This design comes from an exercise in tuning for a short achievable clock period and few clock cycles on the open sky130 flow, not from production work.
Only simulation tests tie the RTL to the original design; equivalence was not proved.
Power is estimated from default activity; no workload was simulated.

==> design/flow/run.sh <==
#!/bin/bash
# synth_recipe.tcl (not shown) runs the flow's synth.tcl, then flattens the netlist and writes it again
# the make line also repeats each setting of config.mk as NAME=value (left out here)
make -C /OpenROAD-flow-scripts/flow DESIGN_CONFIG=/design/flow/config.mk WORK_HOME=/design/flow/orfs CLKGATE_MAP_FILE= SYNTH_SCRIPT=/design/flow/synth_recipe.tcl finish
==> design/flow/config.mk <==
export PLATFORM = sky130hd
export DESIGN_NAME = byte_machine_core
export DESIGN_NICKNAME = byte_machine_core
export VERILOG_FILES = /design/flow/design.v
export SDC_FILE = /design/flow/constraint.sdc
export NUM_CORES = 4
export LEC_CHECK = 0
export CAP_MARGIN = 20
export CORE_MARGIN = 2
export CORE_UTILIZATION = 40
export SLEW_MARGIN = 20
==> design/flow/constraint.sdc <==
create_clock -name core_clock -period 14.0 [get_ports {clk}]
set_input_delay 2.8000 -clock core_clock [delete_from_list [all_inputs] [get_ports {clk}]]
set_output_delay 2.8000 -clock core_clock [all_outputs]
set_load 0.01 [all_outputs]
==> design/flow/design.v <==
module byte_machine_core (
    input  wire        clk,
    input  wire        rst,           
    input  wire [15:0] int_present,   
    output reg         mem_req,
    output reg         mem_we,
    output reg  [15:0] mem_addr,
    output reg  [7:0]  mem_wdata,
    input  wire        mem_ready,
    input  wire [7:0]  mem_rdata,
    output wire        halted,
    output wire        faulted,
    output wire [2:0]  fault_code,
    input  wire [3:0]  dbg_sel,
    output reg  [7:0]  dbg_data
);
    localparam [2:0] E_INVREG  = 3'd1;
    localparam [2:0] E_UNKOP   = 3'd2;
    localparam [2:0] E_UNKSIG  = 3'd3;
    localparam [2:0] E_DIVZERO = 3'd4;
    localparam [3:0] S_F0    = 4'd0;   
    localparam [3:0] S_D0    = 4'd1;   
    localparam [3:0] S_F1    = 4'd2;   
    localparam [3:0] S_D1    = 4'd3;   
    localparam [3:0] S_F2    = 4'd4;   
    localparam [3:0] S_D2    = 4'd5;   
    localparam [3:0] S_EX    = 4'd6;   
    localparam [3:0] S_MR    = 4'd7;   
    localparam [3:0] S_HALT  = 4'd8;
    localparam [3:0] S_FAULT = 4'd9;
    reg [3:0]  state;
    reg [1:0]  ph;        
    reg [7:0]  op;        
    reg [7:0]  b1;        
    reg [7:0]  b2;        
    reg [7:0]  ta;        
    reg [7:0]  tb;        
    reg [7:0]  x [0:7];
    reg [15:0] pc;
    reg [15:0] sp;
    reg        flag_z;
    reg        flag_o;
    reg [2:0]  fcode;
    wire [3:0] hi = op[7:4];
    wire [3:0] lo = op[3:0];
    wire [2:0] r  = op[2:0];
    wire [15:0] addr = {b1, b2};
    wire [3:0] dhi = mem_rdata[7:4];
    wire [3:0] dlo = mem_rdata[3:0];
    reg  [2:0] dec_err;     
    reg  [1:0] dec_len;     
    always @* begin
        dec_err = 3'd0;
        dec_len = 2'd1;
        case (dhi)
            4'h0: if (dlo != 4'd0) dec_err = E_UNKOP;
            4'h1: begin if (dlo != 4'd0) dec_err = E_UNKOP; dec_len = 2'd2; end
            4'h2: if (dlo[3]) dec_err = E_INVREG;
            4'h3: if (dlo[3]) dec_err = E_INVREG;
            4'h4: if (dlo != 4'd0) dec_err = E_UNKOP;
            4'h5: begin if (dlo[3]) dec_err = E_INVREG; dec_len = 2'd2; end
            4'h6: begin if (dlo[3]) dec_err = E_INVREG; dec_len = 2'd3; end
            4'h7: begin if (dlo[3]) dec_err = E_INVREG; dec_len = 2'd3; end
            4'h8: begin if (dlo > 4'd3) dec_err = E_UNKOP; dec_len = 2'd2; end
            4'h9: begin if (dlo != 4'd0) dec_err = E_UNKOP; dec_len = 2'd3; end
            4'hA: begin if (dlo > 4'd5) dec_err = E_UNKOP; dec_len = 2'd3; end
            4'hF: ;
            default: dec_err = E_UNKOP;
        endcase
    end
    wire [7:0]  alu_a = x[b1[6:4]];
    wire [7:0]  alu_b = x[b1[2:0]];
    reg  [7:0]  alu_y;
    reg         alu_o;
    wire [8:0]  sum   = {1'b0, alu_a} + {1'b0, alu_b};
    wire [15:0] prod  = alu_a * alu_b;
    wire [7:0]  quot  = (alu_b == 8'd0) ? 8'd0 : alu_a / alu_b;
    always @* begin
        case (lo[1:0])
            2'd0: begin alu_y = sum[7:0];          alu_o = sum[8];         end
            2'd1: begin alu_y = alu_a - alu_b;     alu_o = alu_a < alu_b;  end
            2'd2: begin alu_y = prod[7:0];         alu_o = |prod[15:8];    end
            default: begin alu_y = quot;           alu_o = 1'b0;           end
        endcase
    end
    wire [8:0] stack_sum = {1'b0, ta} + {1'b0, tb};
    reg cond;
    always @* begin
        case (lo[2:0])
            3'd0: cond = flag_o;
            3'd1: cond = !flag_o && !flag_z;
            3'd2: cond = flag_z;
            3'd3: cond = !flag_z;
            3'd4: cond = !flag_o;
            default: cond = flag_o || flag_z;
        endcase
    end
    always @* begin
        mem_req   = 1'b0;
        mem_we    = 1'b0;
        mem_addr  = pc;
        mem_wdata = 8'd0;
        case (state)
            S_F0, S_F1, S_F2: mem_req = 1'b1;
            S_EX: begin
                case (hi)
                    4'h1: begin mem_req = 1'b1; mem_we = 1'b1; mem_addr = sp; mem_wdata = b1; end
                    4'h2: begin mem_req = 1'b1; mem_addr = sp - 16'd1; end
                    4'h3: begin mem_req = 1'b1; mem_we = 1'b1; mem_addr = sp; mem_wdata = x[r]; end
                    4'h4: begin
                        mem_req  = 1'b1;
                        mem_addr = sp - 16'd1;
                        if (ph == 2'd2) begin
                            mem_we    = 1'b1;
                            mem_addr  = sp;
                            mem_wdata = stack_sum[7:0];
                        end
                    end
                    4'h6: begin mem_req = 1'b1; mem_addr = addr; end
                    4'h7: begin mem_req = 1'b1; mem_we = 1'b1; mem_addr = addr; mem_wdata = x[r]; end
                    default: ;
                endcase
            end
            default: ;
        endcase
    end
    wire accept = mem_req && mem_ready;
    integer i;
    always @(posedge clk) begin
        if (rst) begin
            state  <= S_F0;
            ph     <= 2'd0;
            op     <= 8'd0;
            b1     <= 8'd0;
            b2     <= 8'd0;
            ta     <= 8'd0;
            tb     <= 8'd0;
            pc     <= 16'd0;
            sp     <= 16'd0;
            flag_z <= 1'b0;
            flag_o <= 1'b0;
            fcode  <= 3'd0;
            for (i = 0; i < 8; i = i + 1) x[i] <= 8'd0;
        end else begin
            case (state)
                S_F0: if (accept) begin pc <= pc + 16'd1; state <= S_D0; end
                S_D0: begin
                    op <= mem_rdata;
                    ph <= 2'd0;
                    if (dec_err != 3'd0) begin
                        fcode <= dec_err;
                        state <= S_FAULT;
                    end else if (dec_len != 2'd1) begin
                        state <= S_F1;
                    end else begin
                        state <= S_EX;
                    end
                end
                S_F1: if (accept) begin pc <= pc + 16'd1; state <= S_D1; end
                S_D1: begin
                    b1 <= mem_rdata;
                    if (hi == 4'h8 && (mem_rdata[7] || mem_rdata[3])) begin
                        fcode <= E_INVREG;
                        state <= S_FAULT;
                    end else if (hi == 4'h6 || hi == 4'h7 || hi == 4'h9 || hi == 4'hA) begin
                        state <= S_F2;
                    end else begin
                        state <= S_EX;
                    end
                end
                S_F2: if (accept) begin pc <= pc + 16'd1; state <= S_D2; end
                S_D2: begin
                    b2    <= mem_rdata;
                    state <= S_EX;
                end
                S_EX: begin
                    case (hi)
                        4'h0: state <= S_F0;
                        4'h1, 4'h3: if (accept) begin sp <= sp + 16'd1; state <= S_F0; end
                        4'h2: if (accept) begin sp <= sp - 16'd1; state <= S_MR; end
                        4'h4: if (accept) begin
                            if (ph == 2'd2) begin
                                sp     <= sp + 16'd1;
                                flag_z <= (stack_sum[7:0] == 8'd0);
                                flag_o <= stack_sum[8];
                                state  <= S_F0;
                            end else begin
                                sp    <= sp - 16'd1;
                                ph    <= ph + 2'd1;
                                state <= S_MR;
                            end
                        end
                        4'h5: begin x[r] <= b1; state <= S_F0; end
                        4'h6: if (accept) state <= S_MR;
                        4'h7: if (accept) state <= S_F0;
                        4'h8: begin
                            if (lo[1:0] == 2'd3 && alu_b == 8'd0) begin
                                fcode <= E_DIVZERO;
                                state <= S_FAULT;
                            end else begin
                                x[b1[6:4]] <= alu_y;
                                flag_z     <= (alu_y == 8'd0);
                                flag_o     <= alu_o;
                                state      <= S_F0;
                            end
                        end
                        4'h9: begin pc <= addr; state <= S_F0; end
                        4'hA: begin if (cond) pc <= addr; state <= S_F0; end
                        4'hF: begin
                            if (!int_present[lo]) begin
                                fcode <= E_UNKSIG;
                                state <= S_FAULT;
                            end else if (lo == 4'd0) begin
                                state <= S_HALT;             
                            end else begin
                                if (lo == 4'd1) sp <= {x[0], x[1]};   
                                state <= S_F0;               
                            end
                        end
                        default: state <= S_F0;
                    endcase
                end
                S_MR: begin
                    case (hi)
                        4'h4: begin
                            if (ph == 2'd1) ta <= mem_rdata;
                            else            tb <= mem_rdata;
                            state <= S_EX;
                        end
                        default: begin
                            x[r]  <= mem_rdata;
                            state <= S_F0;
                        end
                    endcase
                end
                default: ;   
            endcase
        end
    end
    assign halted     = (state == S_HALT);
    assign faulted    = (state == S_FAULT);
    assign fault_code = fcode;
    always @* begin
        case (dbg_sel)
            4'd0, 4'd1, 4'd2, 4'd3, 4'd4, 4'd5, 4'd6, 4'd7: dbg_data = x[dbg_sel[2:0]];
            4'd8:  dbg_data = pc[15:8];
            4'd9:  dbg_data = pc[7:0];
            4'd10: dbg_data = sp[15:8];
            4'd11: dbg_data = sp[7:0];
            4'd12: dbg_data = {6'd0, flag_o, flag_z};
            default: dbg_data = 8'd0;
        endcase
    end
endmodule
==> impl_metrics.py <==
metrics = {
    "floorplan": {
        "num_io_pins": 70,
        "core_sq_mm": 0.0387,
        "die-area_sq_mm": 0.0409,
        "die_w_microns": 202,
        "start_util": 0.405,
        "die_y_microns": 202,
        "rows": 72,
    },
    "detailed_routing": {
        "viasPerCell": 6.21,
        "vias": 14439,
        "wl_per_cell_microns": 23.8,
        "drtPass1Iterations": 8,
        "ant_nets": 0,
        "wirelength_microns": 55300,
        "drcViolationCount": 0,
        "drt_iter0_drc": 1601,
    },
    "placement": {
        "dpl.hpwl_microns": 41100,
        "numPortBuffers": 69,
        "dpl_cell_area_sq_mm": 0.0168,
        "globalplace.congestion": 0.922,
        "placed_cells": 2293,
    },
    "sta": {
        "skew_ns": 0.0176,
        "period_share": 0.935,
        "tightest_slew_ns": 1.06,
        "min_period_ns": 13.09,
        "hold_violations": 0,
        "rsz0062_at_grt": "false",
        "relSlewSlack": 0.287,
        "slew_violations": 0,
        "finalSetupTns_ns": 0,
        "setup_viol": 0,
        "fin_hold_ws_ns": 0.463,
        "timing.fmax_ghz": 0.0764,
    },
    "setup_path": {
        "startpoint_type": "register",
        "cp-end-kind": "register",
        "slowest_stage": "mux4_2",
        "worstPathArrival_ns": 13.46,
        "crit_required_ns": 14.37,
        "worstPathMaxFanout": 15,
        "critPathKind": "register to register",
        "max_stage_delay_ns": 0.52,
        "crit_top_cell": "o21a_1",
    },
    "power": {
        "power.density_mw_per_mm2": 102,
        "switching_share": 0.402,
        "seq_power_share": 0.305,
        "power_mw": 1.78,
        "p_int_mw": 1.06,
        "peakVddDrop_mv": 0.0981,
        "p_leak_nw": 6.37,
        "p_switching_uw": 716,
        "pwr-share-comb": 0.441,
        "clock_power_share": 0.254,
    },
    "finish": {
        "final_cell_count_no_fill": 2325,
        "n_fill_cell": 3812,
        "area_delta_synth_final_pct": 10.9,
        "fin_area_sq_mm": 0.0174,
        "drive_above_1_share": 0.127,
        "insertedDiodeCount": 0,
        "nets": 1968,
    },
    "clock_network": {
        "clk_transition_reported_paths_ns": 0.07,
        "clk_latency_ns": 0.45,
        "cts.sinks": 156,
        "cts_tree": "done",
        "clockBufferDepth": 2,
        "cts_resized": 0,
        "holdBufCountCts": 0,
        "numCtsBuffers": 17,
        "cts_setup_buffers": 0,
        "root_buffer": "clkbuf_16",
        "h-tree-depth": 4,
    },
    "synth": {
        "synth_seq_cells": 156,
        "synth_edf_count": 64,
        "syn_avg_cell_area_sq_um": 8.81,
        "syn_area_sq_mm": 0.0157,
        "synth_cell_types": 105,
        "synthCells": 1783,
        "yosysWarnings": 1,
        "synth-async-reset-ratio": 0,
        "yosysSeqAreaShare": 0.240,
        "syn_nets": 1957,
        "synth_ff_type": "dfxtp_1",
    },
    "grt": {
        "grt_usage": 0.272,
        "grt_pass1_wl_microns": 85000,
        "grt-ovfl-total": 0,
        "antenna_found_initial": 0,
        "grt_max_degree": 58,
        "grt_pass1_vias": 13911,
    },
    "worst_hold_path": {
        "hold_class": "register to register",
    },
    "run_status": {
        "status": "timing/DRC/antenna clean",
    },
    "flow_run": {
        "max_cap_violations": 0,
    },
}
-- synthesized netlist by cell type, types with 8 or more instances --
cell | count | area share
o21a_1 | 17 | 0.0081
and2_1 | 13 | 0.0052
o31ai_1 | 16 | 0.0076
buf_1 | 16 | 0.0038
nor3_1 | 47 | 0.015
ha_1 | 104 | 0.083
o22ai_1 | 10 | 0.0040
dfxtp_1 | 92 | 0.12
a22oi_1 | 23 | 0.011
nand2_1 | 183 | 0.044
o21bai_1 | 8 | 0.0038
fa_1 | 39 | 0.050
xnor2_1 | 31 | 0.017
xor2_1 | 18 | 0.010
a222oi_1 | 10 | 0.0064
nand3_1 | 38 | 0.012
and3_1 | 15 | 0.0060
nand2b_1 | 21 | 0.0084
a211oi_1 | 25 | 0.012
buf_2 | 11 | 0.0035
nor2_1 | 237 | 0.057
o21ai_0 | 78 | 0.025
mux4_2 | 74 | 0.11
a221oi_1 | 22 | 0.012
clkbuf_1 | 75 | 0.018
nand4_1 | 10 | 0.0040
edfxtp_1 | 64 | 0.12
nor2b_1 | 15 | 0.0060
mux2i_1 | 52 | 0.033
mux2_2 | 20 | 0.014
a21o_1 | 15 | 0.0072
inv_1 | 99 | 0.024
a21oi_1 | 113 | 0.036
-- flip-flops by register name (all words and copies together) (netlist names), named ones only --
register	flops
state	4
pc	16
tb	8
op	8
flag_z	1
flag_o	1
b1	8
sp	16
x	64
fcode	3
ph	2
b2	8
ta	8
-- final timing paths --
| kind | from | to | slack (ns) | depth (start not counted) |
|---|---|---|---|---|
| hold / removal | ta[3]$_SDFFE_PP0P_ | ta[3]$_SDFFE_PP0P_ | 0.46 | 2 |
| hold reg to reg | ta[3]$_SDFFE_PP0P_ | ta[3]$_SDFFE_PP0P_ | 0.46 | 2 |
| setup / recovery | register | flag_z$_SDFFE_PP0P_ | 0.91 | 56 |
| setup reg to reg | register | flag_z$_SDFFE_PP0P_ | 0.91 | 56 |
-- area by class of cell --
class / instances / area, sq um / area share
inverter: 102 / 383 / 0.0220
timing repair buffer: 104 / 946 / 0.0543
tap: 518 / 648 / 0.0372
multi-input combinational: 1413 / 11100 / 0.639
sequential: 156 / 3770 / 0.216
clock inverter: 11 / 65.1 / 0.00374
clock buffer: 21 / 483 / 0.0277
-- through the flow --
| step | utilization | worst slack, ns |
|---|---|---|
| final | 0.450 | 0.913 |
| after global routing | 0.450 | 0.0924 |
| after CTS | 0.449 | 0.320 |
| after detailed placement | 0.435 | 0.396 |
| after global placement | 0.435 | 0.992 |
| after floorplan | - | 2.19 |
-- routing by layer --
metal / part of all wire / track usage / wire [microns]
met5: 0 / 0 / 0
met4: 0.046 / 0.126 / 2530
met3: 0.080 / 0.0487 / 4410
met2: 0.46 / 0.430 / 25500
met1: 0.41 / 0.362 / 22800
-- cell usage in the layout (no fill, tap or decap), types with 17 or more instances in the layout --
cell type and n:
mux2_2 20, buf_4 36, ha_1 104, a22oi_1 23, nor3_1 47, clkdlybuf4s50_1 67, mux4_2 74, a21oi_1 112
nand2_1 183, o21a_1 17, dfxtp_1 90, edfxtp_1 64, nor2_1 237, a211oi_1 25, xnor2_1 31, mux2i_1 52
clkbuf_16 19, xor2_1 18, nand2b_1 21, inv_1 99, fa_1 39, a221oi_1 21, o21ai_0 77, nand3_1 38
-- cells by family (layout without fill, tap and decap cells) --
kind of cell,after synthesis,in the layout,share of synthesized area
buf+inv,214,238,0.0547
mux,149,149,0.157
simple gates,647,647,0.195
compound gates,424,424,0.192
xor+xnor,50,50,0.0284
fa+ha+maj,143,143,0.133
flops,156,156,0.240
-- power groups by stage --
stage / clock [mW] / combinational [mW] / sequential, mW
floorplan: 0 / 0.576 / 0.517
global placement: 0 / 0.756 / 0.551
detailed placement: 0 / 0.768 / 0.551
CTS: 0.455 / 0.772 / 0.541
global route: 0.473 / 0.869 / 0.546
finish: 0.452 / 0.785 / 0.544
-- critical path, delay by kind of cell (launching register included) --
kind | cells | cell delay [ns]
flip-flops | 1 | 0.44
buffers and inverters | 1 | 0.28
multiplexers | 6 | 1.98
AND/OR/NAND/NOR | 13 | 2.34
adder cells (fa/ha/maj) | 7 | 2.07
AO/OA/AOI/OAI | 29 | 5.89
Testbench counts, summed over its fixed seeds: cycles 75,681.

==> afterwards: timing with drivers on the ports <==
The results above use ideal ports. As a check the final layout listed here was re-extracted and re-timed, cells and wires unchanged.
Step 1 (the two cells are an assumption about what drives the block):
set clk [get_ports {clk}]
set_driving_cell -lib_cell sky130_fd_sc_hd__clkbuf_16 $clk
set_driving_cell -lib_cell sky130_fd_sc_hd__buf_2 [delete_from_list [all_inputs] $clk]
Step 2 also shifts input and output timing later by t, the mid clock arrival at the registers, as if the neighbouring blocks saw the same clock.
a / b / c = ideal / step 1 / step 2; a / b = the first two.
shift t [ns]: 0.497
setup WS [ns]: 0.913 / 0.913 / 0.913
worst setup path at the end: register to register
latest minus earliest clock arrival (ns): 0.017 / 0.018
slew at the worst register clock pin (ns): 0.07 / 0.07
After both steps setup and hold are still met in this run. The setup slack of this run moves by 0.000 ns with the drivers and by 0.000 ns with both steps.
